Background: an optimization exercise with open tools, aiming at small area, a short achievable clock period and few clock cycles per item. Do not read the settings as production practice. Function was checked by simulation only, so behaviour that the tests miss may differ from the original. Power is estimated from default activity; no workload was simulated.

File: flow/config.mk
export PLATFORM = sky130hd
export DESIGN_NAME = pite_engine
export DESIGN_NICKNAME = pite_engine
export VERILOG_FILES = /design/flow/design.v
export SDC_FILE = /design/flow/constraint.sdc
export NUM_CORES = 4
export LEC_CHECK = 0
export CAP_MARGIN = 20
export CORE_MARGIN = 2
export CORE_UTILIZATION = 40
export SLEW_MARGIN = 20
File: flow/constraint.sdc
create_clock -name core_clock -period 14.0 [get_ports {clk}]
set_input_delay 2.8000 -clock core_clock [delete_from_list [all_inputs] [get_ports {clk}]]
set_output_delay 2.8000 -clock core_clock [all_outputs]
set_load 0.01 [all_outputs]
File: flow/run.sh
#!/bin/bash
# synth_recipe.tcl (not shown) runs the flow's synth.tcl, then flattens the netlist and writes it again
# the make line also repeats each setting of config.mk as NAME=value (left out here)
make -C /OpenROAD-flow-scripts/flow DESIGN_CONFIG=/design/flow/config.mk WORK_HOME=/design/flow/orfs CLKGATE_MAP_FILE= SYNTH_SCRIPT=/design/flow/synth_recipe.tcl finish
File: flow/design.v
module pite_xform (
    input  wire        clk,
    input  wire [1:0]  mode,        
    input  wire [7:0]  v,           
    input  wire        sel,         
    input  wire [31:0] n,           
    input  wire [7:0]  k_rmin,      
    input  wire [7:0]  k_gabs,      
    input  wire        k_gneg,      
    input  wire [7:0]  k_den,       
    input  wire [7:0]  k_outmin,
    input  wire        k_degen,     
    output wire [7:0]  mul_out,
    output wire [7:0]  div_out
);
    localparam M_MUL = 2'd1, M_DIV = 2'd2, M_CST = 2'd3;
    wire       cs_lt = v < k_rmin;
    wire [7:0] cs_a  = cs_lt ? (k_rmin - v) : (v - k_rmin);
    reg  [7:0]  a1, v1;
    reg  [23:0] m1;
    reg  [24:0] n1;
    reg         big1, neg1, sel1, nz1;
    always @(posedge clk) begin
        v1   <= v;
        sel1 <= sel;
        a1   <= (mode == M_CST) ? cs_a : v;
        m1   <= (mode == M_CST) ? {16'd0, k_gabs} : n[23:0];
        big1 <= |n[31:24];
        neg1 <= cs_lt ^ k_gneg;
        n1   <= (mode == M_CST) ? {17'd0, k_den} : n[24:0];
        nz1  <= (mode != M_CST) && (|n[31:25]);
    end
    reg  [31:0] p2;
    reg  [7:0]  v2;
    reg  [24:0] n2;
    reg         big2, neg2, sel2, nz2;
    always @(posedge clk) begin
        p2   <= a1 * m1;
        v2   <= v1;
        n2   <= n1;
        big2 <= big1 && (v1 != 8'd0);
        neg2 <= neg1;
        sel2 <= sel1;
        nz2  <= nz1;
    end
    wire [32:0] pr = {1'b0, p2} + 33'd32768;
    wire [7:0]  mq = (big2 || (|pr[32:24])) ? 8'd255 : pr[23:16];
    assign mul_out = sel2 ? mq : v2;
    function [24:0] dstep;       
        input [23:0] r;
        input [24:0] d;
        input integer j;
        reg   [31:0] t;
        reg          fits;
        begin
            t    = {7'd0, d} << j;
            fits = (t[31:24] == 8'd0);
            if (fits && (r >= t[23:0])) dstep = {1'b1, r - t[23:0]};
            else                        dstep = {1'b0, r};
        end
    endfunction
    wire [23:0] x2  = (mode == M_DIV) ? {v2, 16'd0} : {8'd0, p2[15:0]};
    wire        sat2 = (n2[24:16] == 9'd0) && ({n2[15:0], 8'd0} <= x2);
    wire [24:0] s7 = dstep(x2, n2, 7);
    wire [24:0] s6 = dstep(s7[23:0], n2, 6);
    reg  [23:0] r3;
    reg  [1:0]  q3;
    reg  [24:0] n3;
    reg  [7:0]  v3;
    reg         sat3, neg3, sel3, nz3;
    always @(posedge clk) begin
        r3 <= s6[23:0];
        q3 <= {s7[24], s6[24]};
        n3 <= n2; v3 <= v2; sat3 <= sat2; neg3 <= neg2; sel3 <= sel2; nz3 <= nz2;
    end
    wire [24:0] s5 = dstep(r3, n3, 5);
    wire [24:0] s4 = dstep(s5[23:0], n3, 4);
    wire [24:0] s3 = dstep(s4[23:0], n3, 3);
    reg  [23:0] r4;
    reg  [4:0]  q4;
    reg  [24:0] n4;
    reg  [7:0]  v4;
    reg         sat4, neg4, sel4, nz4;
    always @(posedge clk) begin
        r4 <= s3[23:0];
        q4 <= {q3, s5[24], s4[24], s3[24]};
        n4 <= n3; v4 <= v3; sat4 <= sat3; neg4 <= neg3; sel4 <= sel3; nz4 <= nz3;
    end
    wire [24:0] s2 = dstep(r4, n4, 2);
    wire [24:0] s1 = dstep(s2[23:0], n4, 1);
    wire [24:0] s0 = dstep(s1[23:0], n4, 0);
    reg  [23:0] r5;
    reg  [7:0]  q5;
    reg  [24:0] n5;
    reg  [7:0]  v5;
    reg         sat5, neg5, sel5, nz5;
    always @(posedge clk) begin
        r5 <= s0[23:0];
        q5 <= {q4, s2[24], s1[24], s0[24]};
        n5 <= n4; v5 <= v4; sat5 <= sat4; neg5 <= neg4; sel5 <= sel4; nz5 <= nz4;
    end
    wire        rnd = ({r5, 1'b0} >= n5);
    wire        tie = ({r5, 1'b0} == n5);
    wire [8:0]  dsum = {1'b0, q5} + {8'd0, rnd};
    wire [7:0]  sdq = nz5 ? 8'd0 : (sat5 || dsum[8]) ? 8'd255 : dsum[7:0];
    wire signed [10:0] rel = neg5 ? ($signed({10'd0, tie}) - $signed({2'b00, dsum})) : $signed({2'b00, dsum});
    wire signed [10:0] csum = $signed({3'b000, k_outmin}) + rel;
    wire [7:0]  cq = k_degen ? k_outmin :
                     sat5 ? (neg5 ? 8'd0 : 8'd255) :
                     csum[10] ? 8'd0 : (|csum[9:8]) ? 8'd255 : csum[7:0];
    wire [7:0]  dq = (mode == M_CST) ? cq : sdq;
    assign div_out = sel5 ? dq : v5;
endmodule
module pite_engine (
    input  wire        clk,
    input  wire        rst_n,         
    input  wire        bus_req,
    input  wire        bus_we,
    input  wire [24:0] bus_addr,      
    input  wire [1:0]  bus_size,      
    input  wire [31:0] bus_wdata,
    output wire        bus_ack,
    output wire [31:0] bus_rdata,
    output wire        bus_err,
    output wire        irq
);
    localparam SRAM_BYTES = 128;
    localparam HL = 2;                     
    localparam HB = 1;                     
    localparam [3:0] ERR_NONE    = 4'd0;
    localparam [3:0] ERR_DOMAIN  = 4'd1;
    localparam [3:0] ERR_SHAPE   = 4'd2;
    localparam [3:0] ERR_INVALID = 4'd3;
    localparam [3:0] ERR_ILLEGAL = 4'd4;
    localparam [3:0] OP_SADD = 4'd1, OP_SSUB = 4'd2, OP_SMUL = 4'd3, OP_SDIV = 4'd4,
                     OP_GAMMA = 4'd5, OP_CSTR = 4'd6, OP_BPLANE = 4'd7;
    localparam [2:0] E_IDLE = 3'd0, E_RUN = 3'd1, E_WAIT = 3'd2, E_SCAN = 3'd3, E_SCANW = 3'd4;
    reg        ctrl_ie;
    reg        st_busy, st_done, st_degen, st_werr;
    reg [3:0]  st_err;
    reg [31:0] r_cmd, r_src, r_dst, r_dims;
    reg [3:0]  r_fmt;
    reg [31:0] r_opnd0, r_opnd1, r_opnd2, r_gamma, r_gainc;
    reg [15:0] r_cstout, r_cstsrc;
    reg [16:0] r_cstobs;
    reg [1023:0] ram;                      
    reg        ack_q, err_q, slow_q, stat_q, ramw_q, hreg_q, hram_q;
    reg [31:0] rdata_q;
    reg [6:0]  ha_q;
    reg [1:0]  hs_q;
    reg [31:0] hw_q;
    reg [5:0]  hidx_q;
    wire        cap      = bus_req && !ack_q && !slow_q;
    wire        in_regs  = (bus_addr[24:8] == 17'd0);
    wire        in_ram   = bus_addr[24] && (bus_addr[23:7] == 17'd0);
    wire        misalign = (bus_size == 2'd1 && bus_addr[0]) ||
                           (bus_size == 2'd2 && bus_addr[1:0] != 2'b00);
    wire        berr     = misalign || (in_regs && bus_size != 2'd2);
    wire        wr_reg   = cap && bus_we && !berr && in_regs;
    wire [5:0]  reg_idx  = bus_addr[7:2];
    wire        srst     = wr_reg && reg_idx == 6'h02 && bus_wdata[1];
    wire        rst      = !rst_n || srst;
    wire [31:0] status_w = {20'd0, st_err, 4'd0, st_werr, st_degen, st_done, st_busy};
    reg [31:0] reg_rd;
    always @(*) begin
        case (hidx_q)
        6'h00: reg_rd = 32'h5049_0100;
        6'h01: reg_rd = SRAM_BYTES;
        6'h02: reg_rd = {31'd0, ctrl_ie};
        6'h03: reg_rd = status_w;
        6'h04: reg_rd = r_cmd;
        6'h05: reg_rd = r_src;
        6'h06: reg_rd = r_dst;
        6'h07: reg_rd = r_dims;
        6'h08: reg_rd = {28'd0, r_fmt};
        6'h09: reg_rd = r_opnd0;
        6'h0A: reg_rd = r_opnd1;
        6'h0B: reg_rd = r_opnd2;
        6'h0C: reg_rd = r_gamma;
        6'h0D: reg_rd = r_gainc;
        6'h0E: reg_rd = {16'd0, r_cstout};
        6'h0F: reg_rd = {16'd0, r_cstsrc};
        6'h10: reg_rd = {15'd0, r_cstobs};
        default: reg_rd = 32'd0;
        endcase
    end
    wire [3:0]  eng_blk_a;
    wire [3:0]  blk_a   = st_busy ? eng_blk_a : ha_q[6:3];
    wire [3:0]  blk_b   = eng_blk_a + 4'd1;
    wire [63:0] rblk_a  = ram[64*blk_a +: 64];
    wire [63:0] rblk_b  = ram[64*blk_b +: 64];
    wire [31:0] ram_word = ha_q[2] ? rblk_a[63:32] : rblk_a[31:0];
    reg  [31:0] ram_rd;
    always @(*) begin
        case (hs_q)
        2'd0:    ram_rd = {24'd0, ram_word[8*ha_q[1:0] +: 8]};
        2'd1:    ram_rd = {16'd0, ram_word[16*ha_q[1] +: 16]};
        default: ram_rd = ram_word;
        endcase
    end
    always @(posedge clk) begin
        if (!rst_n) begin
            ack_q   <= 1'b0;
            err_q   <= 1'b0;
            slow_q  <= 1'b0;
            stat_q  <= 1'b0;
            ramw_q  <= 1'b0;
            rdata_q <= 32'd0;
        end else if (ack_q) begin
            ack_q   <= 1'b0;
            err_q   <= 1'b0;
            stat_q  <= 1'b0;
            ramw_q  <= 1'b0;
            rdata_q <= 32'd0;
        end else if (slow_q) begin
            slow_q  <= 1'b0;
            ack_q   <= 1'b1;
            rdata_q <= hreg_q ? reg_rd : hram_q ? ram_rd : 32'd0;
        end else if (bus_req) begin
            if (berr) begin
                ack_q <= 1'b1;
                err_q <= 1'b1;
            end else if (bus_we) begin
                ack_q  <= 1'b1;
                ramw_q <= in_ram;
            end else if (in_regs && reg_idx == 6'h03) begin
                ack_q  <= 1'b1;
                stat_q <= 1'b1;
            end else begin
                slow_q <= 1'b1;
            end
        end
    end
    always @(posedge clk) begin
        if (cap) begin
            ha_q   <= bus_addr[6:0];
            hs_q   <= bus_size;
            hw_q   <= bus_wdata;
            hidx_q <= reg_idx;
            hreg_q <= in_regs;
            hram_q <= in_ram;
        end
    end
    assign bus_ack   = ack_q;
    assign bus_err   = err_q;
    assign bus_rdata = rdata_q | (stat_q ? status_w : 32'd0);
    assign irq       = st_done && ctrl_ie;
    wire        host_ram_wr = ack_q && ramw_q && !st_busy;
    reg  [7:0]  host_lmask;                  
    always @(*) begin
        case (hs_q)
        2'd0:    host_lmask = 8'b1 << ha_q[2:0];
        2'd1:    host_lmask = 8'b11 << {ha_q[2:1], 1'b0};
        default: host_lmask = 8'b1111 << {ha_q[2], 2'b00};
        endcase
    end
    wire [15:0] d_w = r_dims[15:0];
    wire [15:0] d_h = r_dims[31:16];
    wire        fmt3 = (r_fmt == 4'd3);
    reg         p_dbig;               
    reg  [13:0] p_npix;               
    reg  [15:0] p_nin;
    always @(posedge clk) begin
        p_dbig <= (d_w > 16'd128) || (d_h > 16'd128);
        p_npix <= d_w[7:0] * d_h[7:0];
        p_nin  <= fmt3 ? (d_w[7:0] * d_h[7:0]) * 3 : {2'd0, d_w[7:0] * d_h[7:0]};
    end
    wire [32:0] sx = {1'b0, r_src};
    wire [32:0] dx = {1'b0, r_dst};
    wire        n_big  = p_dbig || (p_nin > 16'd128);
    wire        bp_big = p_dbig || (p_npix > 14'd16);
    wire [32:0] s_end  = sx + {17'd0, p_nin};
    wire [32:0] d_end_s = dx + {17'd0, p_nin};
    wire [32:0] d_end_b = dx + {16'd0, p_npix, 3'd0};
    reg  p_s_bad, p_ds_bad, p_db_bad, p_ov_s, p_ov_b;
    reg  [2:0] p_oz;                  
    reg  [2:0] p_b8;                  
    always @(posedge clk) begin
        p_s_bad  <= n_big || (s_end > 33'd128);
        p_ds_bad <= n_big || (d_end_s > 33'd128);
        p_db_bad <= bp_big || (d_end_b > 33'd128);
        p_ov_s   <= (sx < d_end_s) && (dx < s_end);
        p_ov_b   <= (sx < d_end_b) && (dx < s_end);
        p_oz     <= {r_opnd2 == 32'd0, r_opnd1 == 32'd0, r_opnd0 == 32'd0};
        p_b8     <= {|r_opnd2[31:8], |r_opnd1[31:8], |r_opnd0[31:8]};
    end
    wire [3:0]  c_op      = r_cmd[3:0];
    wire        c_perch   = r_cmd[4];
    wire        c_chen    = r_cmd[5];
    wire [1:0]  c_chsel   = r_cmd[7:6];
    wire        c_inplace = r_cmd[8];
    wire        c_expl    = r_cmd[9];
    wire        c_sat     = (c_op >= OP_SADD) && (c_op <= OP_SDIV);
    wire        no_dst    = c_sat && c_inplace;
    wire legal = (r_cmd[31:10] == 22'd0) &&
                 (c_op >= OP_SADD) && (c_op <= OP_BPLANE) && (c_op != OP_GAMMA) &&
                 (!c_sat || (!c_expl && (c_chen || c_chsel == 2'd0) && (!c_inplace || c_chen))) &&
                 (c_op != OP_CSTR || r_cmd[8:4] == 5'd0) &&
                 (c_op != OP_BPLANE || r_cmd[9:4] == 6'd0);
    reg [3:0] v_err;
    always @(*) begin
        v_err = ERR_NONE;
        if (!legal)
            v_err = ERR_ILLEGAL;
        else if (d_w == 16'd0 || d_h == 16'd0 || (r_fmt != 4'd1 && r_fmt != 4'd3))
            v_err = ERR_INVALID;
        else if (c_sat && c_chen && {2'd0, c_chsel} >= r_fmt)
            v_err = ERR_SHAPE;
        else if (c_op == OP_BPLANE && r_fmt != 4'd1)
            v_err = ERR_SHAPE;
        else if (p_s_bad)
            v_err = ERR_INVALID;
        else if (!no_dst && ((c_op == OP_BPLANE) ? (p_db_bad || p_ov_b) : (p_ds_bad || p_ov_s)))
            v_err = ERR_INVALID;
        else if (c_op == OP_SDIV &&
                 ((!c_perch && p_oz[0]) ||
                  (c_perch && c_chen && p_oz[c_chsel]) ||
                  (c_perch && !c_chen && (p_oz[0] || (fmt3 && (p_oz[1] || p_oz[2]))))))
            v_err = ERR_DOMAIN;
    end
    reg [2:0]  e_st;
    reg        e_val;                  
    reg        e_heavy;                
    reg [6:0]  cur;                    
    reg [6:0]  lo;                     
    reg [7:0]  hi;
    reg [6:0]  soff;                   
    reg [2:0]  plane;
    reg [1:0]  c8;                     
    reg [7:0]  sc_min, sc_max;
    wire c_simple = (c_op == OP_SADD) || (c_op == OP_SSUB) || (c_op == OP_BPLANE);
    wire c_mul    = (c_op == OP_SMUL);
    assign eng_blk_a = cur[6:3] + soff[6:3];
    wire [127:0] rpair = {rblk_b, rblk_a};
    wire [63:0]  win   = rpair[8*soff[2:0] +: 64];
    wire [7:0] him1 = hi - 8'd1;
    wire issuing = (e_st == E_RUN) || (e_st == E_SCAN);
    wire last_blk = e_heavy ? (cur[6:HB] == him1[6:HB]) : (cur[6:3] == him1[6:3]);
    function [1:0] mod3;
        input [3:0] x;
        begin
            mod3 = x % 3;
        end
    endfunction
    reg [7:0] i_mask;
    integer l;
    always @(*) begin
        for (l = 0; l < 8; l = l + 1) begin
            i_mask[l] = ({1'b0, cur[6:3], l[2:0]} >= {1'b0, lo}) && ({1'b0, cur[6:3], l[2:0]} < hi);
            if (e_heavy && (l[2:HB] != cur[2:HB])) i_mask[l] = 1'b0;
            if (no_dst && (e_st == E_RUN) && ((fmt3 ? mod3({2'd0, c8} + l[3:0]) : 2'd0) != c_chsel))
                i_mask[l] = 1'b0;
        end
    end
    wire [3:0]  w_op    = bus_wdata[3:0];
    wire        w_sat   = (w_op >= OP_SADD) && (w_op <= OP_SDIV);
    wire        w_inpl  = w_sat && bus_wdata[8];
    wire        w_scan  = (w_op == OP_CSTR) && !bus_wdata[9];
    wire        w_heavy = (w_op == OP_SMUL) || (w_op == OP_SDIV) || (w_op == OP_CSTR && bus_wdata[9]);
    wire [6:0]  w_lo    = (w_inpl || w_scan) ? r_src[6:0] : r_dst[6:0];
    wire [6:0]  w_soff  = (w_inpl || w_scan) ? 7'd0 : (r_src[6:0] - r_dst[6:0]);
    wire        cmd_wr  = wr_reg && reg_idx == 6'h04 && !st_busy && !srst;
    function [1:0] negmod3;             
        input [2:0] x;
        begin
            case (x)
            3'd0, 3'd3, 3'd6: negmod3 = 2'd0;
            3'd1, 3'd4, 3'd7: negmod3 = 2'd2;
            default:          negmod3 = 2'd1;
            endcase
        end
    endfunction
    reg         s1_v, s1_last, s1_scan;
    reg [3:0]   s1_blk;
    reg [7:0]   s1_mask;
    reg [63:0]  s1_win;
    reg [2-HB:0] s1_sub;
    reg [1:0]   s1_c8;
    reg [2:0]   s1_plane;
    reg  [63:0] sres;
    reg  [7:0]  sv, sn;
    reg  [1:0]  sch;
    reg         sbig, ssel;
    reg  [8:0]  ssum;
    always @(*) begin
        for (l = 0; l < 8; l = l + 1) begin
            sv   = s1_win[8*l +: 8];
            sch  = fmt3 ? mod3({2'd0, s1_c8} + l[3:0]) : 2'd0;
            sn   = !c_perch ? r_opnd0[7:0] : (sch == 2'd1) ? r_opnd1[7:0] : (sch == 2'd2) ? r_opnd2[7:0] : r_opnd0[7:0];
            sbig = !c_perch ? p_b8[0] : p_b8[sch];
            ssel = !c_chen || (sch == c_chsel);
            if (c_op == OP_BPLANE) begin
                sres[8*l +: 8] = sv[s1_plane] ? 8'hFF : 8'h00;
            end else if (c_op == OP_SSUB) begin
                ssum = {1'b0, sv} - {1'b0, sn};
                sres[8*l +: 8] = !ssel ? sv : (sbig || ssum[8]) ? 8'd0 : ssum[7:0];
            end else begin
                ssum = {1'b0, sv} + {1'b0, sn};
                sres[8*l +: 8] = !ssel ? sv : (sbig || ssum[8]) ? 8'hFF : ssum[7:0];
            end
        end
    end
    reg  [7:0] mn [0:7];
    reg  [7:0] mx [0:7];
    reg  [7:0] mn4 [0:3];
    reg  [7:0] mx4 [0:3];
    always @(*) begin
        for (l = 0; l < 8; l = l + 1) begin
            mn[l] = s1_mask[l] ? s1_win[8*l +: 8] : 8'hFF;
            mx[l] = s1_mask[l] ? s1_win[8*l +: 8] : 8'h00;
        end
        for (l = 0; l < 4; l = l + 1) begin
            mn4[l] = (mn[2*l] < mn[2*l+1]) ? mn[2*l] : mn[2*l+1];
            mx4[l] = (mx[2*l] > mx[2*l+1]) ? mx[2*l] : mx[2*l+1];
        end
    end
    wire [7:0] mn2a = (mn4[0] < mn4[1]) ? mn4[0] : mn4[1];
    wire [7:0] mn2b = (mn4[2] < mn4[3]) ? mn4[2] : mn4[3];
    wire [7:0] mx2a = (mx4[0] > mx4[1]) ? mx4[0] : mx4[1];
    wire [7:0] mx2b = (mx4[2] > mx4[3]) ? mx4[2] : mx4[3];
    reg        sc_v, sc_last;
    reg [7:0]  sc_mna, sc_mnb, sc_mxa, sc_mxb;
    wire [7:0] sc_mn1 = (sc_mna < sc_mnb) ? sc_mna : sc_mnb;
    wire [7:0] sc_mx1 = (sc_mxa > sc_mxb) ? sc_mxa : sc_mxb;
    wire [7:0] rmn = c_expl ? r_cstsrc[7:0]  : sc_min;
    wire [7:0] rmx = c_expl ? r_cstsrc[15:8] : sc_max;
    reg  [7:0] k_rmin, k_gabs, k_den;
    reg        k_gneg, k_degen;
    wire signed [9:0] k_den0 = $signed({2'b00, rmx}) - $signed({2'b00, rmn});
    wire signed [9:0] k_dout = $signed({2'b00, r_cstout[15:8]}) - $signed({2'b00, r_cstout[7:0]});
    wire signed [9:0] k_g    = k_den0[9] ? -k_dout : k_dout;
    always @(posedge clk) begin
        k_rmin  <= rmn;
        k_den   <= k_den0[9] ? -k_den0[7:0] : k_den0[7:0];
        k_gneg  <= k_g[9];
        k_gabs  <= k_g[9] ? -k_g[7:0] : k_g[7:0];
        k_degen <= (rmn == rmx);
    end
    wire [1:0] h_mode = (c_op == OP_SMUL) ? 2'd1 : (c_op == OP_SDIV) ? 2'd2 : 2'd3;
    wire [7:0]  h_mul [0:HL-1];
    wire [7:0]  h_div [0:HL-1];
    genvar g;
    generate
        for (g = 0; g < HL; g = g + 1) begin : lane
            wire [2:0]  li  = {s1_sub, g[HB-1:0]};
            wire [7:0]  hv  = s1_win[8*li +: 8];
            wire [1:0]  hch = fmt3 ? mod3({2'd0, s1_c8} + {1'b0, li}) : 2'd0;
            wire [31:0] hn  = !c_perch ? r_opnd0 : (hch == 2'd1) ? r_opnd1 : (hch == 2'd2) ? r_opnd2 : r_opnd0;
            wire        hsel = !c_chen || (hch == c_chsel);
            pite_xform u_x (
                .clk(clk), .mode(h_mode), .v(hv), .sel(hsel), .n(hn),
                .k_rmin(k_rmin), .k_gabs(k_gabs), .k_gneg(k_gneg), .k_den(k_den),
                .k_outmin(r_cstout[7:0]), .k_degen(k_degen),
                .mul_out(h_mul[g]), .div_out(h_div[g])
            );
        end
    endgenerate
    reg        m_v [1:5];
    reg        m_last [1:5];
    reg [3:0]  m_blk [1:5];
    reg [7:0]  m_mask [1:5];
    wire w_simple = c_simple && s1_v && !s1_scan;
    wire w_mul    = c_mul && m_v[2];
    wire w_div    = !c_simple && !c_mul && m_v[5];
    wire eng_wr   = st_busy && !e_val && (w_simple || w_mul || w_div);
    wire [3:0] eng_wblk  = c_simple ? s1_blk : c_mul ? m_blk[2] : m_blk[5];
    wire [7:0] eng_wmask = c_simple ? s1_mask : c_mul ? m_mask[2] : m_mask[5];
    wire eng_last = c_simple ? s1_last : c_mul ? m_last[2] : m_last[5];
    reg [63:0] eng_wd;
    always @(*) begin
        for (l = 0; l < 8; l = l + 1)
            eng_wd[8*l +: 8] = c_simple ? sres[8*l +: 8] :
                               c_mul ? h_mul[l % HL] : h_div[l % HL];
    end
    reg [63:0] lane_wd;
    always @(*) begin
        for (l = 0; l < 8; l = l + 1)
            lane_wd[8*l +: 8] = st_busy ? eng_wd[8*l +: 8] :
                                (hs_q == 2'd0) ? hw_q[7:0] :
                                (hs_q == 2'd1) ? hw_q[8*(l % 2) +: 8] : hw_q[8*(l % 4) +: 8];
    end
    integer b;
    always @(posedge clk) begin
        for (b = 0; b < 16; b = b + 1)
            for (l = 0; l < 8; l = l + 1)
                if ((eng_wr && eng_wblk == b && eng_wmask[l]) ||
                    (host_ram_wr && ha_q[6:3] == b && host_lmask[l]))
                    ram[64*b + 8*l +: 8] <= lane_wd[8*l +: 8];
    end
    wire abort = e_val && (v_err != ERR_NONE);
    wire done_now = st_busy && !e_val && (w_simple || w_mul || w_div) && eng_last;
    wire scan_end = sc_v && sc_last;
    integer k;
    always @(posedge clk) begin
        s1_v    <= issuing && !abort;
        s1_last <= last_blk && (e_st != E_RUN || c_op != OP_BPLANE || plane == 3'd7);
        s1_scan <= (e_st == E_SCAN);
        s1_blk  <= cur[6:3];
        s1_mask <= i_mask;
        s1_win  <= win;
        s1_sub  <= cur[2:HB];
        s1_c8   <= c8;
        s1_plane <= plane;
        sc_v    <= s1_v && s1_scan && !abort;
        sc_last <= s1_last;
        sc_mna  <= mn2a; sc_mnb <= mn2b; sc_mxa <= mx2a; sc_mxb <= mx2b;
        m_v[1]    <= s1_v && !s1_scan && !abort;
        m_last[1] <= s1_last;
        m_blk[1]  <= s1_blk;
        m_mask[1] <= s1_mask;
        for (k = 2; k <= 5; k = k + 1) begin
            m_v[k]    <= m_v[k-1];
            m_last[k] <= m_last[k-1];
            m_blk[k]  <= m_blk[k-1];
            m_mask[k] <= m_mask[k-1];
        end
        if (rst) begin
            ctrl_ie  <= 1'b0;
            st_busy  <= 1'b0;
            st_done  <= 1'b0;
            st_degen <= 1'b0;
            st_werr  <= 1'b0;
            st_err   <= 4'd0;
            r_cmd    <= 32'd0;
            r_src    <= 32'd0;
            r_dst    <= 32'd0;
            r_dims   <= 32'd0;
            r_fmt    <= 4'd0;
            r_opnd0  <= 32'd0;
            r_opnd1  <= 32'd0;
            r_opnd2  <= 32'd0;
            r_gamma  <= 32'd0;
            r_gainc  <= 32'h0001_0000;
            r_cstout <= 16'd0;
            r_cstsrc <= 16'd0;
            r_cstobs <= 17'd0;
            e_st     <= E_IDLE;
            e_val    <= 1'b0;
            sc_min   <= 8'd0;
            sc_max   <= 8'd0;
            s1_v     <= 1'b0;
            sc_v     <= 1'b0;
            for (k = 1; k <= 5; k = k + 1) m_v[k] <= 1'b0;
        end else begin
            if (ack_q && ramw_q && st_busy)
                st_werr <= 1'b1;
            if (wr_reg) begin
                case (reg_idx)
                6'h02: ctrl_ie <= bus_wdata[0];
                6'h03: begin
                    if (bus_wdata[1]) st_done <= 1'b0;
                    if (bus_wdata[3]) st_werr <= 1'b0;
                end
                default: ;
                endcase
                if (reg_idx >= 6'h04 && reg_idx <= 6'h0F) begin
                    if (st_busy) begin
                        st_werr <= 1'b1;
                    end else begin
                        case (reg_idx)
                        6'h05: r_src    <= bus_wdata;
                        6'h06: r_dst    <= bus_wdata;
                        6'h07: r_dims   <= bus_wdata;
                        6'h08: r_fmt    <= bus_wdata[3:0];
                        6'h09: r_opnd0  <= bus_wdata;
                        6'h0A: r_opnd1  <= bus_wdata;
                        6'h0B: r_opnd2  <= bus_wdata;
                        6'h0C: r_gamma  <= bus_wdata;
                        6'h0D: r_gainc  <= bus_wdata;
                        6'h0E: r_cstout <= bus_wdata[15:0];
                        6'h0F: r_cstsrc <= bus_wdata[15:0];
                        default: ;
                        endcase
                    end
                end
            end
            if (cmd_wr) begin
                r_cmd    <= bus_wdata;
                st_done  <= 1'b0;
                st_degen <= 1'b0;
                st_err   <= 4'd0;
                st_busy  <= 1'b1;
                e_val    <= 1'b1;
                e_st     <= w_scan ? E_SCAN : E_RUN;
                e_heavy  <= w_heavy;
                lo       <= w_lo;
                hi       <= {1'b0, w_lo} + p_nin[7:0];
                soff     <= w_soff;
                cur      <= w_heavy ? (w_lo & ~(HL - 1)) : (w_lo & 7'h78);
                c8       <= negmod3(w_lo[2:0]);
                plane    <= 3'd0;
                sc_min   <= 8'hFF;
                sc_max   <= 8'h00;
            end else if (st_busy) begin
                e_val <= 1'b0;
                if (abort) begin
                    st_err  <= v_err;
                    st_busy <= 1'b0;
                    st_done <= 1'b1;
                    e_st    <= E_IDLE;
                end else begin
                    if (issuing) begin
                        if (last_blk) begin
                            if (e_st == E_SCAN) begin
                                e_st <= E_SCANW;
                            end else if (c_op == OP_BPLANE && plane != 3'd7) begin
                                plane <= plane + 3'd1;
                                lo    <= lo + p_nin[6:0];
                                hi    <= hi + p_nin[7:0];
                                soff  <= soff - p_nin[6:0];
                                cur   <= (lo + p_nin[6:0]) & 7'h78;
                            end else begin
                                e_st <= E_WAIT;
                            end
                        end else begin
                            cur <= cur + (e_heavy ? HL : 7'd8);
                            if (!e_heavy || (cur[2:0] + HL >= 8))
                                c8 <= (c8 == 2'd0) ? 2'd2 : (c8 == 2'd1) ? 2'd0 : 2'd1;
                        end
                    end
                    if (sc_v) begin
                        if (sc_mn1 < sc_min) sc_min <= sc_mn1;
                        if (sc_mx1 > sc_max) sc_max <= sc_mx1;
                    end
                    if (scan_end) begin
                        e_st    <= E_RUN;
                        e_heavy <= 1'b1;
                        lo      <= r_dst[6:0];
                        hi      <= {1'b0, r_dst[6:0]} + p_nin[7:0];
                        soff    <= r_src[6:0] - r_dst[6:0];
                        cur     <= r_dst[6:0] & ~(HL - 1);
                        c8      <= negmod3(r_dst[2:0]);
                    end
                    if (done_now) begin
                        st_busy <= 1'b0;
                        st_done <= 1'b1;
                        st_err  <= ERR_NONE;
                        e_st    <= E_IDLE;
                        if (c_op == OP_CSTR) begin
                            st_degen <= (rmn == rmx);
                            if (!c_expl) r_cstobs <= {1'b1, sc_max, sc_min};
                        end
                    end
                end
            end
        end
    end
endmodule
==> out/qor.csv, run 1 <==
metric;value;unit
clk_path_buf_depth;4;
ys_types;115;
maxSlewViolCount;0;
grt_pass1_wl;803;mm
finalSetupTns;0;ps
finalClockSkew;149;ps
seq_area_frac_synth;38.6;%
hold_path_class;reg -> reg;
p_per_area;98.1;mW/mm²
grt_pass1_vias;116000;
yosys-top-cells-count;nand2_1 (1766), dfxtp_1 (1302), a21oi_1 (1183);
worst-r2r-cell-count;32;
grt_max_degree;100;
setup-violations-final;0;
timing.final.crit_share;69.2;%
layout_min_cycle_time;9690;ps
use_met3;5.69;%
cap_violations;0;
grt-ovfl-total;0;
grt_util_all_layers;27.9;%
antenna_found_initial;49;
grt_most_used_layer;met2;
post_cts_buffers;0;
chipWidth;623;µm
first_pass_iters;8;
h-tree-depth;5;
critical_path_required;14750;ps
ctsResizeCount;0;
syn_inst;15000;
gr-usage-met2;42.4;%
netlist_area;0.153;mm²
via_per_inst;6.04;
rows;227;
dieArea;0.388;mm²
p_leak;68.1;nW
rsz0062_at_grt;no;
report.final.hold_viol_count;0;
route.detailed.drc;0;
slew_headroom;13.6;%
rrSetupSlack;4310;ps
clk_pin_slew;70;ps
routabilityCongestion;1.03;
core;0.382;mm²
syn_nets;16500;
critPathSlowestCell;o221a_2;
drive_gt1_share;13.1;%
synth_top_flop_cell;dfxtp_1;
grt_util_met1;36.4;%
place_hpwl;416;mm
drtIter0Drc;15200;
tightestPinTransition;1300;ps
holdWs;313;ps
syn2layout_area_growth;11.4;%
crit_path_end_kind;flip-flop;
numCtsBuffers;278;
clk_latency;990;ps
clock-root-buffer;clkbuf_16;
ys_warn_count;18;
yosysMostFrequentCell;nand2_1;
synth_top_area_share;21.6;%
run_status;finished clean;
wl;559;mm
start_kind;flip-flop;
post_synth.cell_area_avg;10.2;µm²
synth-async-reset-ratio;0;%
reg2reg_to;lane[0].u_x.r4[17];
worstReg2RegStart;lane[0].u_x.n3[1];
crit_type;reg -> reg;
dr_total_vias;123000;
clock_sinks;2404;
synth_edf_count;1102;
ant_nets;0;
io_pins;98;
cts_tree;done;
final_util;44.7;%
crit_fanout;26;
final_cells;20300;
max_freq;103;MHz
arrival;10440;ps
synth_seq_cells;2404;
start_util;40.1;%
synth_area_leaders;edfxtp_1 (22%), dfxtp_1 (17%), ha_1 (8.9%), mux4_2 (8.9%), fa_1 (4.6%);
max_stage_delay;620;ps
dp.cells;19800;
portBuffers;97;
routedWlPerCell;27.5;µm
peakVddDrop;0.000142;V
ctsHoldBuffers;0;
finalNetCount;16500;
synth_top_area_cell;edfxtp_1;
power;16.7;mW
min_to;lane[0].u_x.v5[0];
worstHoldStart;lane[0].u_x.v4[0];
die_h;623;µm
whs_path_depth;0;
-- power breakdown --
| group | leakage, nW | switching [mW] | internal, mW |
|---|---|---|---|
| registers | 20.5 | 0.102 | 7.45 |
| clock network | 4.56 | 3.15 | 4.42 |
| logic | 43.0 | 1.05 | 0.552 |
-- worst max-delay path by stage --
stage	from	end	slack (ps)	cells after the start
5_1_grt	lane[0].u_x.n3[1]	lane[0].u_x.r4[17]	3610	32
2_1_floorplan	bus_req	hi[7]	5650	17
4_1_cts	lane[0].u_x.n3[1]	lane[0].u_x.r4[17]	4220	32
3_3_place_gp	lane[0].u_x.n4[1]	lane[0].u_x.r5[15]	4420	31
3_5_place_dp	lane[0].u_x.n3[1]	lane[0].u_x.r4[17]	4250	32
6_report	lane[0].u_x.n3[1]	lane[0].u_x.r4[17]	4310	32
-- routing by layer --
layer,up-vias,routed length [µm]
li1,54700,-
met1,60400,221000
met2,6125,243000
met3,1383,53800
met4,26,40700
met5,-,190
-- cells in the final DEF (no fill, tap or decap), drive strengths merged, types with 41 or more instances in the layout --
cell / Yosys / layout
mux2: 305 / 305
fa: 351 / 351
o22ai: 246 / 246
a22oi: 81 / 81
nand3: 188 / 188
o21ai: 615 / 615
and3: 71 / 71
o21bai: 123 / 123
a21oi: 1185 / 1185
a221oi: 58 / 58
nand2: 1766 / 1766
clkinv: 1 / 74
nand4: 125 / 125
xnor2: 398 / 398
o21a: 133 / 133
and2: 289 / 289
o31ai: 63 / 63
ha: 1087 / 1087
edfxtp: 1102 / 1102
nor2: 742 / 742
clkbuf: 559 / 371
mux4: 602 / 602
inv: 987 / 1005
a211oi: 183 / 183
buf: 216 / 415
o221ai: 52 / 52
mux2i: 266 / 266
a21o: 284 / 284
nor4: 81 / 81
a31oi: 122 / 122
or2: 41 / 41
or3: 41 / 41
o211ai: 85 / 85
xor2: 210 / 210
nor2b: 216 / 216
dfxtp: 1302 / 1302
clkdlybuf4s50: 0 / 97
nor3: 205 / 205
nand2b: 191 / 191
-- worst max-delay path, delay by kind of cell (launching register included) --
family,cells,cell delay (ps)
AOI/OAI and AO/OA,19,5650
muxes,3,1310
adders and majority gates,3,1020
and+or+nand+nor,5,880
DFF,1,430
buffers and inverters,2,240
-- stage by stage --
stage	worst slack [ps]	area [µm²]
3_5_place_dp	4250	161000
4_1_cts	4220	170000
2_1_floorplan	5650	153000
6_report	4310	171000
5_1_grt	3610	171000
3_3_place_gp	4420	161000
-- sequential cells by signal, summed over array words and instances, names as in the netlist, 32 cells and up --
signal,count
hw_q,32
lane.u_x.n1,35
lane.u_x.n2,50
lane.u_x.n3,50
lane.u_x.n4,50
lane.u_x.n5,50
lane.u_x.p2,64
lane.u_x.r3,48
lane.u_x.r4,48
lane.u_x.r5,48
m_mask,40
r_cmd,32
r_dims,32
r_dst,32
r_gainc,32
r_gamma,32
r_opnd0,32
r_opnd1,32
r_opnd2,32
r_src,32
ram,1024
rdata_q,32
s1_win,64
-- area by class of cell --
class | count | area (µm²)
tap | 5038 | 6300
timing repair buffer | 513 | 4180
antenna | 34 | 85.1
inverter | 988 | 3710
fill | 35900 | 211000
clock buffer | 370 | 7790
multi-input combinational | 10800 | 87800
sequential | 2404 | 59200
clock inverter | 134 | 1590
-- cells by family after synthesis --
family | Yosys count | synth area share [%]
muxes | 1173 | 12.8
DFF | 2404 | 38.6
buffers and inverters | 1763 | 4.55
xor gates and xnor gates | 608 | 3.49
AOI/OAI and AO/OA | 3549 | 14.7
adders and majority gates | 1438 | 13.5
and+or+nand+nor | 4066 | 12.3
Testbench counts, summed over its fixed seeds: cycles 5,212, commands 240.
==> inputs of run 2 (changes only) <==
--- a/flow/design.v
+++ b/flow/design.v
@@ -12,4 +12,4 @@
     input  wire        k_degen,     
-    output wire [7:0]  mul_out,
-    output wire [7:0]  div_out
+    output reg  [7:0]  mul_out,
+    output reg  [7:0]  div_out
 );
@@ -45,5 +45,6 @@
     end
-    wire [32:0] pr = {1'b0, p2} + 33'd32768;
-    wire [7:0]  mq = (big2 || (|pr[32:24])) ? 8'd255 : pr[23:16];
-    assign mul_out = sel2 ? mq : v2;
+    wire        m_ovf = big2 || (p2[31:24] != 8'd0) || (p2[23:15] == 9'h1FF);
+    wire [8:0]  m_rnd = {1'b0, p2[23:16]} + {8'd0, p2[15]};
+    always @(posedge clk)
+        mul_out <= !sel2 ? v2 : (m_ovf || m_rnd[8]) ? 8'd255 : m_rnd[7:0];
     function [24:0] dstep;       
@@ -52,12 +53,13 @@
         input integer j;
-        reg   [31:0] t;
+        reg   [24:0] rh, df;
         reg          fits;
         begin
-            t    = {7'd0, d} << j;
-            fits = (t[31:24] == 8'd0);
-            if (fits && (r >= t[23:0])) dstep = {1'b1, r - t[23:0]};
-            else                        dstep = {1'b0, r};
+            rh   = {1'b0, r} >> j;
+            fits = (({7'd0, d} >> (24 - j)) == 32'd0);
+            df   = rh - d;
+            if (fits && !df[24]) dstep = {1'b1, (df[23:0] << j) | (r & ((24'd1 << j) - 24'd1))};
+            else                 dstep = {1'b0, r};
         end
     endfunction
-    wire [23:0] x2  = (mode == M_DIV) ? {v2, 16'd0} : {8'd0, p2[15:0]};
+    wire [23:0] x2   = (mode == M_DIV) ? {v2, 16'd0} : {8'd0, p2[15:0]};
     wire        sat2 = (n2[24:16] == 9'd0) && ({n2[15:0], 8'd0} <= x2);
@@ -77,5 +79,4 @@
     wire [24:0] s4 = dstep(s5[23:0], n3, 4);
-    wire [24:0] s3 = dstep(s4[23:0], n3, 3);
     reg  [23:0] r4;
-    reg  [4:0]  q4;
+    reg  [3:0]  q4;
     reg  [24:0] n4;
@@ -84,11 +85,10 @@
     always @(posedge clk) begin
-        r4 <= s3[23:0];
-        q4 <= {q3, s5[24], s4[24], s3[24]};
+        r4 <= s4[23:0];
+        q4 <= {q3, s5[24], s4[24]};
         n4 <= n3; v4 <= v3; sat4 <= sat3; neg4 <= neg3; sel4 <= sel3; nz4 <= nz3;
     end
-    wire [24:0] s2 = dstep(r4, n4, 2);
-    wire [24:0] s1 = dstep(s2[23:0], n4, 1);
-    wire [24:0] s0 = dstep(s1[23:0], n4, 0);
+    wire [24:0] s3 = dstep(r4, n4, 3);
+    wire [24:0] s2 = dstep(s3[23:0], n4, 2);
     reg  [23:0] r5;
-    reg  [7:0]  q5;
+    reg  [5:0]  q5;
     reg  [24:0] n5;
@@ -97,17 +97,34 @@
     always @(posedge clk) begin
-        r5 <= s0[23:0];
-        q5 <= {q4, s2[24], s1[24], s0[24]};
+        r5 <= s2[23:0];
+        q5 <= {q4, s3[24], s2[24]};
         n5 <= n4; v5 <= v4; sat5 <= sat4; neg5 <= neg4; sel5 <= sel4; nz5 <= nz4;
     end
-    wire        rnd = ({r5, 1'b0} >= n5);
-    wire        tie = ({r5, 1'b0} == n5);
-    wire [8:0]  dsum = {1'b0, q5} + {8'd0, rnd};
-    wire [7:0]  sdq = nz5 ? 8'd0 : (sat5 || dsum[8]) ? 8'd255 : dsum[7:0];
-    wire signed [10:0] rel = neg5 ? ($signed({10'd0, tie}) - $signed({2'b00, dsum})) : $signed({2'b00, dsum});
-    wire signed [10:0] csum = $signed({3'b000, k_outmin}) + rel;
-    wire [7:0]  cq = k_degen ? k_outmin :
-                     sat5 ? (neg5 ? 8'd0 : 8'd255) :
-                     csum[10] ? 8'd0 : (|csum[9:8]) ? 8'd255 : csum[7:0];
-    wire [7:0]  dq = (mode == M_CST) ? cq : sdq;
-    assign div_out = sel5 ? dq : v5;
+    wire [24:0] s1 = dstep(r5, n5, 1);
+    wire [24:0] s0 = dstep(s1[23:0], n5, 0);
+    reg  [23:0] r6;
+    reg  [7:0]  q6;
+    reg  [24:0] n6;
+    reg  [7:0]  v6;
+    reg         sat6, neg6, sel6, nz6;
+    always @(posedge clk) begin
+        r6 <= s0[23:0];
+        q6 <= {q5, s1[24], s0[24]};
+        n6 <= n5; v6 <= v5; sat6 <= sat5; neg6 <= neg5; sel6 <= sel5; nz6 <= nz5;
+    end
+    wire        rnd = ({r6, 1'b0} >= n6);
+    wire        tie = ({r6, 1'b0} == n6);
+    wire [7:0]  q6p = q6 + 8'd1;
+    wire [7:0]  sdq = nz6 ? 8'd0 : sat6 ? 8'd255 :
+                      !rnd ? q6 : (q6 == 8'hFF) ? 8'hFF : q6p;
+    wire [9:0]  ca0 = {2'b00, k_outmin} + {2'b00, q6};              
+    wire [9:0]  ca1 = {2'b00, k_outmin} + {2'b00, q6} + 10'd1;      
+    wire [9:0]  cb0 = {2'b00, k_outmin} - {2'b00, q6};              
+    wire [9:0]  cb1 = {2'b00, k_outmin} - {2'b00, q6} - 10'd1;      
+    wire [9:0]  cs  = neg6 ? ((rnd && !tie) ? cb1 : cb0) : (rnd ? ca1 : ca0);
+    wire [7:0]  cq  = k_degen ? k_outmin :
+                      sat6 ? (neg6 ? 8'd0 : 8'd255) :
+                      neg6 ? (cs[9] ? 8'd0 : cs[7:0]) :
+                             (cs[8] ? 8'd255 : cs[7:0]);
+    always @(posedge clk)
+        div_out <= !sel6 ? v6 : (mode == M_CST) ? cq : sdq;
 endmodule
@@ -161,3 +178,5 @@
     wire        srst     = wr_reg && reg_idx == 6'h02 && bus_wdata[1];
-    wire        rst      = !rst_n || srst;
+    reg         srst_q;                   
+    wire        rst      = !rst_n || srst_q;
+    always @(posedge clk) srst_q <= rst_n && srst;
     wire [31:0] status_w = {20'd0, st_err, 4'd0, st_werr, st_degen, st_done, st_busy};
@@ -262,6 +281,13 @@
     reg  [15:0] p_nin;
+    wire [13:0] c_npix = d_w[7:0] * d_h[7:0];
+    wire [15:0] c_nin  = fmt3 ? {1'b0, c_npix, 1'b0} + {2'd0, c_npix} : {2'd0, c_npix};
+    reg  [7:0]  p_hi_s, p_hi_d;       
+    reg  [6:0]  p_soff;               
     always @(posedge clk) begin
         p_dbig <= (d_w > 16'd128) || (d_h > 16'd128);
-        p_npix <= d_w[7:0] * d_h[7:0];
-        p_nin  <= fmt3 ? (d_w[7:0] * d_h[7:0]) * 3 : {2'd0, d_w[7:0] * d_h[7:0]};
+        p_npix <= c_npix;
+        p_nin  <= c_nin;
+        p_hi_s <= {1'b0, r_src[6:0]} + c_nin[7:0];
+        p_hi_d <= {1'b0, r_dst[6:0]} + c_nin[7:0];
+        p_soff <= r_src[6:0] - r_dst[6:0];
     end
@@ -359,5 +385,7 @@
     wire        w_heavy = (w_op == OP_SMUL) || (w_op == OP_SDIV) || (w_op == OP_CSTR && bus_wdata[9]);
-    wire [6:0]  w_lo    = (w_inpl || w_scan) ? r_src[6:0] : r_dst[6:0];
-    wire [6:0]  w_soff  = (w_inpl || w_scan) ? 7'd0 : (r_src[6:0] - r_dst[6:0]);
-    wire        cmd_wr  = wr_reg && reg_idx == 6'h04 && !st_busy && !srst;
+    wire        w_fs    = w_inpl || w_scan;         
+    wire [6:0]  w_lo    = w_fs ? r_src[6:0] : r_dst[6:0];
+    wire [7:0]  w_hi    = w_fs ? p_hi_s : p_hi_d;
+    wire [6:0]  w_soff  = w_fs ? 7'd0 : p_soff;
+    wire        cmd_wr  = wr_reg && reg_idx == 6'h04 && !st_busy;
     function [1:0] negmod3;             
@@ -457,13 +485,13 @@
     endgenerate
-    reg        m_v [1:5];
-    reg        m_last [1:5];
-    reg [3:0]  m_blk [1:5];
-    reg [7:0]  m_mask [1:5];
+    reg        m_v [1:7];
+    reg        m_last [1:7];
+    reg [3:0]  m_blk [1:7];
+    reg [7:0]  m_mask [1:7];
     wire w_simple = c_simple && s1_v && !s1_scan;
-    wire w_mul    = c_mul && m_v[2];
-    wire w_div    = !c_simple && !c_mul && m_v[5];
+    wire w_mul    = c_mul && m_v[3];
+    wire w_div    = !c_simple && !c_mul && m_v[7];
     wire eng_wr   = st_busy && !e_val && (w_simple || w_mul || w_div);
-    wire [3:0] eng_wblk  = c_simple ? s1_blk : c_mul ? m_blk[2] : m_blk[5];
-    wire [7:0] eng_wmask = c_simple ? s1_mask : c_mul ? m_mask[2] : m_mask[5];
-    wire eng_last = c_simple ? s1_last : c_mul ? m_last[2] : m_last[5];
+    wire [3:0] eng_wblk  = c_simple ? s1_blk : c_mul ? m_blk[3] : m_blk[7];
+    wire [7:0] eng_wmask = c_simple ? s1_mask : c_mul ? m_mask[3] : m_mask[7];
+    wire eng_last = c_simple ? s1_last : c_mul ? m_last[3] : m_last[7];
     reg [63:0] eng_wd;
@@ -510,3 +538,3 @@
         m_mask[1] <= s1_mask;
-        for (k = 2; k <= 5; k = k + 1) begin
+        for (k = 2; k <= 7; k = k + 1) begin
             m_v[k]    <= m_v[k-1];
@@ -542,3 +570,3 @@
             sc_v     <= 1'b0;
-            for (k = 1; k <= 5; k = k + 1) m_v[k] <= 1'b0;
+            for (k = 1; k <= 7; k = k + 1) m_v[k] <= 1'b0;
         end else begin
@@ -586,3 +614,3 @@
                 lo       <= w_lo;
-                hi       <= {1'b0, w_lo} + p_nin[7:0];
+                hi       <= w_hi;
                 soff     <= w_soff;
@@ -628,4 +656,4 @@
                         lo      <= r_dst[6:0];
-                        hi      <= {1'b0, r_dst[6:0]} + p_nin[7:0];
-                        soff    <= r_src[6:0] - r_dst[6:0];
+                        hi      <= p_hi_d;
+                        soff    <= p_soff;
                         cur     <= r_dst[6:0] & ~(HL - 1);
==> run 2 against run 1 <==
  * Combinational power about the same
  * Synthesized cell count increased by 1.9%
  * Utilization about the same
  * Clock skew decreased by 16 ps
  * Power increased by 5.5%
  * Critical endpoint is now lane[0].u_x.r3[16]
  * Global-route usage decreased by 1.3 points
  * Die area increased by 3.1%
==> out/qor.csv, run 2 <==
metric;value;unit;change
run_status;finished clean;;unchanged
place_area;0.165;mm²;was 0.161 mm²
seq_area_frac_synth;40.2;%;was 38.6%
drtIter0Drc;14000;;was 15200
grt_util_all_layers;26.6;%;was 27.9%
grt_max_degree;105;;was 100
synth_top_area_cell;edfxtp_1;;unchanged
die_h;632;µm;was 623 µm
synth_area_leaders;edfxtp_1 (21%), dfxtp_1 (19%), ha_1 (8.8%), mux4_2 (8.1%), fa_1 (4.5%);;was edfxtp_1 (22%), dfxtp_1 (17%), ha_1 (8.9%), mux4_2 (8.9%), fa_1 (4.6%)
numCtsBuffers;297;;was 278
yosys-top-cells-count;nand2_1 (1798), dfxtp_1 (1518), a21oi_1 (1163);;was nand2_1 (1766), dfxtp_1 (1302), a21oi_1 (1183)
rrSetupSlack;6020;ps;was 4310 ps
clock_sinks;2620;;was 2404
clk_latency;1000;ps;was 990 ps
power;17.6;mW;was 16.7 mW
rsz0062_at_grt;no;;unchanged
ant_nets;0;;unchanged
post_cts_buffers;0;;unchanged
portBuffers;97;;unchanged
finalSetupTns;0;ps;unchanged
p_int;13.2;mW;was 12.4 mW
ys_types;111;;was 115
place_hpwl;401;mm;was 416 mm
setup-violations-final;0;;unchanged
clk_path_buf_depth;4;;unchanged
synth_seq_cells;2620;;was 2404
start_kind;flip-flop;;unchanged
netlist_area;0.158;mm²;was 0.153 mm²
io_pins;98;;unchanged
grt_pass1_wl;792;mm;was 803 mm
arrival;8740;ps;was 10440 ps
p_leak;70.0;nW;was 68.1 nW
cap_violations;0;;unchanged
power_frac_comb;9.1;%;was 9.6%
grt_pass1_vias;118000;;was 116000
ys_warn_count;18;;unchanged
drive_gt1_share;12.7;%;was 13.1%
h-tree-depth;5;;unchanged
synth-async-reset-ratio;0;%;unchanged
synth_top_flop_cell;dfxtp_1;;unchanged
netSwitchingFraction;25.0;%;was 25.8%
routabilityCongestion;1.01;;was 1.03
grt-ovfl-total;0;;unchanged
cp-startpoint;r_cmd[2];;was lane[0].u_x.n3[1]
rows;230;;was 227
first_pass_iters;9;;was 8
yosysMostFrequentCell;nand2_1;;unchanged
syn2layout_area_growth;11.1;%;was 11.4%
largest_reg_flops;1024;;unchanged
dr_total_vias;123000;;about the same
finalNetCount;16800;;was 16500
max_freq;125;MHz;was 103 MHz
cts_tree;done;;unchanged
p_sw;4.41;mW;was 4.31 mW
layout_min_cycle_time;7980;ps;was 9690 ps
post_synth.cell_area_avg;10.3;µm²;was 10.2 µm²
synth_edf_count;1102;;unchanged
critical_path_required;14760;ps;was 14750 ps
antenna_found_initial;33;;was 49
mostFrequentLayoutCells;nand2_1 (1798), dfxtp_1 (1515), a21oi_1 (1151);;was nand2_1 (1765), dfxtp_1 (1297), a21oi_1 (1176)
clock-root-buffer;clkbuf_16;;unchanged
maxSlewViolCount;0;;unchanged
core;0.393;mm²;was 0.382 mm²
via_per_inst;5.91;;was 6.04
power_frac_seq;45.7;%;was 45.1%
final_common_cell;nand2_1;;unchanged
wl;545;mm;was 559 mm
reg2reg_to;lane[0].u_x.r3[16];;was lane[0].u_x.r4[17]
chipWidth;632;µm;was 623 µm
start_util;40.2;%;was 40.1%
crit_fanout;35;;was 26
finalClockSkew;133;ps;was 149 ps
largest-register;ram;;unchanged
synth_top_area_share;20.9;%;was 21.6%
crit_end;lane[0].u_x.r3[16];;was lane[0].u_x.r4[17]
route.detailed.drc;0;;unchanged
crit_path_end_kind;flip-flop;;unchanged
ctsHoldBuffers;0;;unchanged
syn_nets;16800;;was 16500
dieArea;0.400;mm²;was 0.388 mm²
syn_inst;15300;;was 15000
timing.final.crit_share;57.0;%;was 69.2%
hold_path_class;reg -> reg;;unchanged
worstReg2RegStart;r_cmd[2];;was lane[0].u_x.n3[1]
crit_type;reg -> reg;;unchanged
stdcell_area;0.176;mm²;was 0.171 mm²
reg_top3;ram (1024), lane.u_x.p2 (64), s1_win (64);;unchanged
report.final.hold_viol_count;0;;unchanged
ctsResizeCount;0;;unchanged
clockPowerShare;45.2;%;was 45.3%
tightestPinTransition;1260;ps;was 1300 ps
clk_pin_slew;70;ps;about the same
peakVddDrop;0.000147;V;was 0.000142 V
worst-r2r-cell-count;26;;was 32
p_per_area;101;mW/mm²;was 98.1 mW/mm²
routedWlPerCell;26.3;µm;was 27.5 µm
slew_headroom;15.6;%;was 13.6%
[run 2: cell types whose count changed after synthesis, sizes merged, moves of 29 or more]
cell and change:
dfxtp +216, nor2b -57, o211ai +47, a21o +35, nor3 -50, a211oi -47
clkbuf -29, o22a +39, a31oi +32, inv +33, nand2 +32, nand2b -38
and2 +33
[run 2: cell type report]
type | count | area, µm²
fillers | 36600 | 217000
diodes | 23 | 57.6
clock inverters | 156 | 1720
clock buffers | 377 | 8200
inverters | 1023 | 3840
repair buffers | 460 | 3780
flip-flops and latches | 2620 | 63500
multi-input cells | 10900 | 87900
well taps | 5220 | 6530
[run 2: kinds of logic (layout without fill, tap and decap cells)]
group / count (synthesis) / count (layout) / share of synthesized area (%)
AOI/OAI and AO/OA: 3631 / 3631 / 14.6
muxes: 1182 / 1182 / 12.3
other: 0 / 23 / 0
xor gates and xnor gates: 593 / 593 / 3.30
adders and majority gates: 1467 / 1467 / 13.3
DFF: 2620 / 2620 / 40.2
buffers and inverters: 1789 / 2016 / 4.52
and+or+nand+nor: 4004 / 4004 / 11.7
[run 2: power groups by stage]
stage | combinational [mW] | clock (mW) | sequential (mW)
floorplan | 1.10 | 0 | 8.21
global placement | 1.57 | 0 | 8.23
detailed placement | 1.58 | 0 | 8.23
CTS | 1.59 | 8.08 | 8.06
global route | 1.73 | 8.37 | 8.06
finish | 1.61 | 7.97 | 8.06
[run 2: worst min-delay path by stage]
stage                                 start           endpoint  slack (ps)  cells past startpoint
after floorplan           lane[0].u_x.n1[0]  lane[0].u_x.n2[0]         310                      0
after global placement         m_mask[1][5]       m_mask[2][5]         310                      0
after detailed placement  lane[0].u_x.q5[4]  lane[0].u_x.q6[6]         310                      0
after CTS                       m_blk[6][2]        m_blk[7][2]         250                      0
after global routing            m_blk[6][2]        m_blk[7][2]         270                      0
final                           m_blk[6][2]        m_blk[7][2]         260                      0
[run 2: metrics by stage]
stage	worst slack, ps	instances	util [%]	hold WS [ps]
after floorplan	4530	15300	-	310
after global placement	5790	20200	42.1	310
after detailed placement	5890	20200	42.1	312
after CTS	5800	20700	44.6	253
after global routing	5540	20700	44.7	270
final	6020	20800	44.7	261
[run 2: critical path, cell delays in order, from the launching register on]
cell      delay [ps]
dfxtp_1          690
or4b_2           650
buf_4            280
nand2_1          170
ha_1             190
inv_1             60
fa_1             390
a21o_1           190
a21o_1           190
a21oi_1          210
o21ai_1          160
a221o_1          360
o311ai_1         330
a21oi_1          140
a21o_1           480
mux2i_1          450
fa_1             290
a21o_1           130
a21oi_1          100
nand2b_1         210
a211oi_1         340
o21ai_0          200
a21oi_1          220
o21a_1           150
o21ai_0          130
a21oi_4          600
mux2_2           400
[run 2: routing by layer]
layer,part of all wire [%],track usage [%],wire (µm),vias to the layer above
li1,-,-,-,55500
met1,40,34.2,217000,60000
met3,9.5,5.78,51800,1325
met4,7.1,16.0,38900,12
met5,0.013,0.0725,69,-
met2,44,40.8,237000,5841
Testbench counts of run 2, summed over its fixed seeds: cycles 5,394, commands 240.

==> port drivers added, routing unchanged <==
The flow's constraints put no driver on any port. The routed layouts listed below were extracted and timed again, unchanged, in two steps. Step 1, drivers: a clkbuf_16 drives clk and a buf_2 each remaining input, both assumed. Step 2, shift: input delay + t, output delay - t, t = (earliest + latest rising clock arrival at the registers) / 2. This alone moves slack from input paths to output paths. Slacks: no drivers / after step 1 / after step 2; pairs: no drivers / after step 1.
| run | t (ns) | setup slack, ns | worst data-port slew with drivers (ns) | cell pins on the clock port's net |
|---|---|---|---|---|
| run 1 | 1.038 | 4.315 / 4.315 / 4.315 | 0.16 | 1 |
| run 2 | 1.038 | 6.022 / 6.022 / 6.022 | 0.14 | 1 |
After both steps every run listed still meets setup and hold.
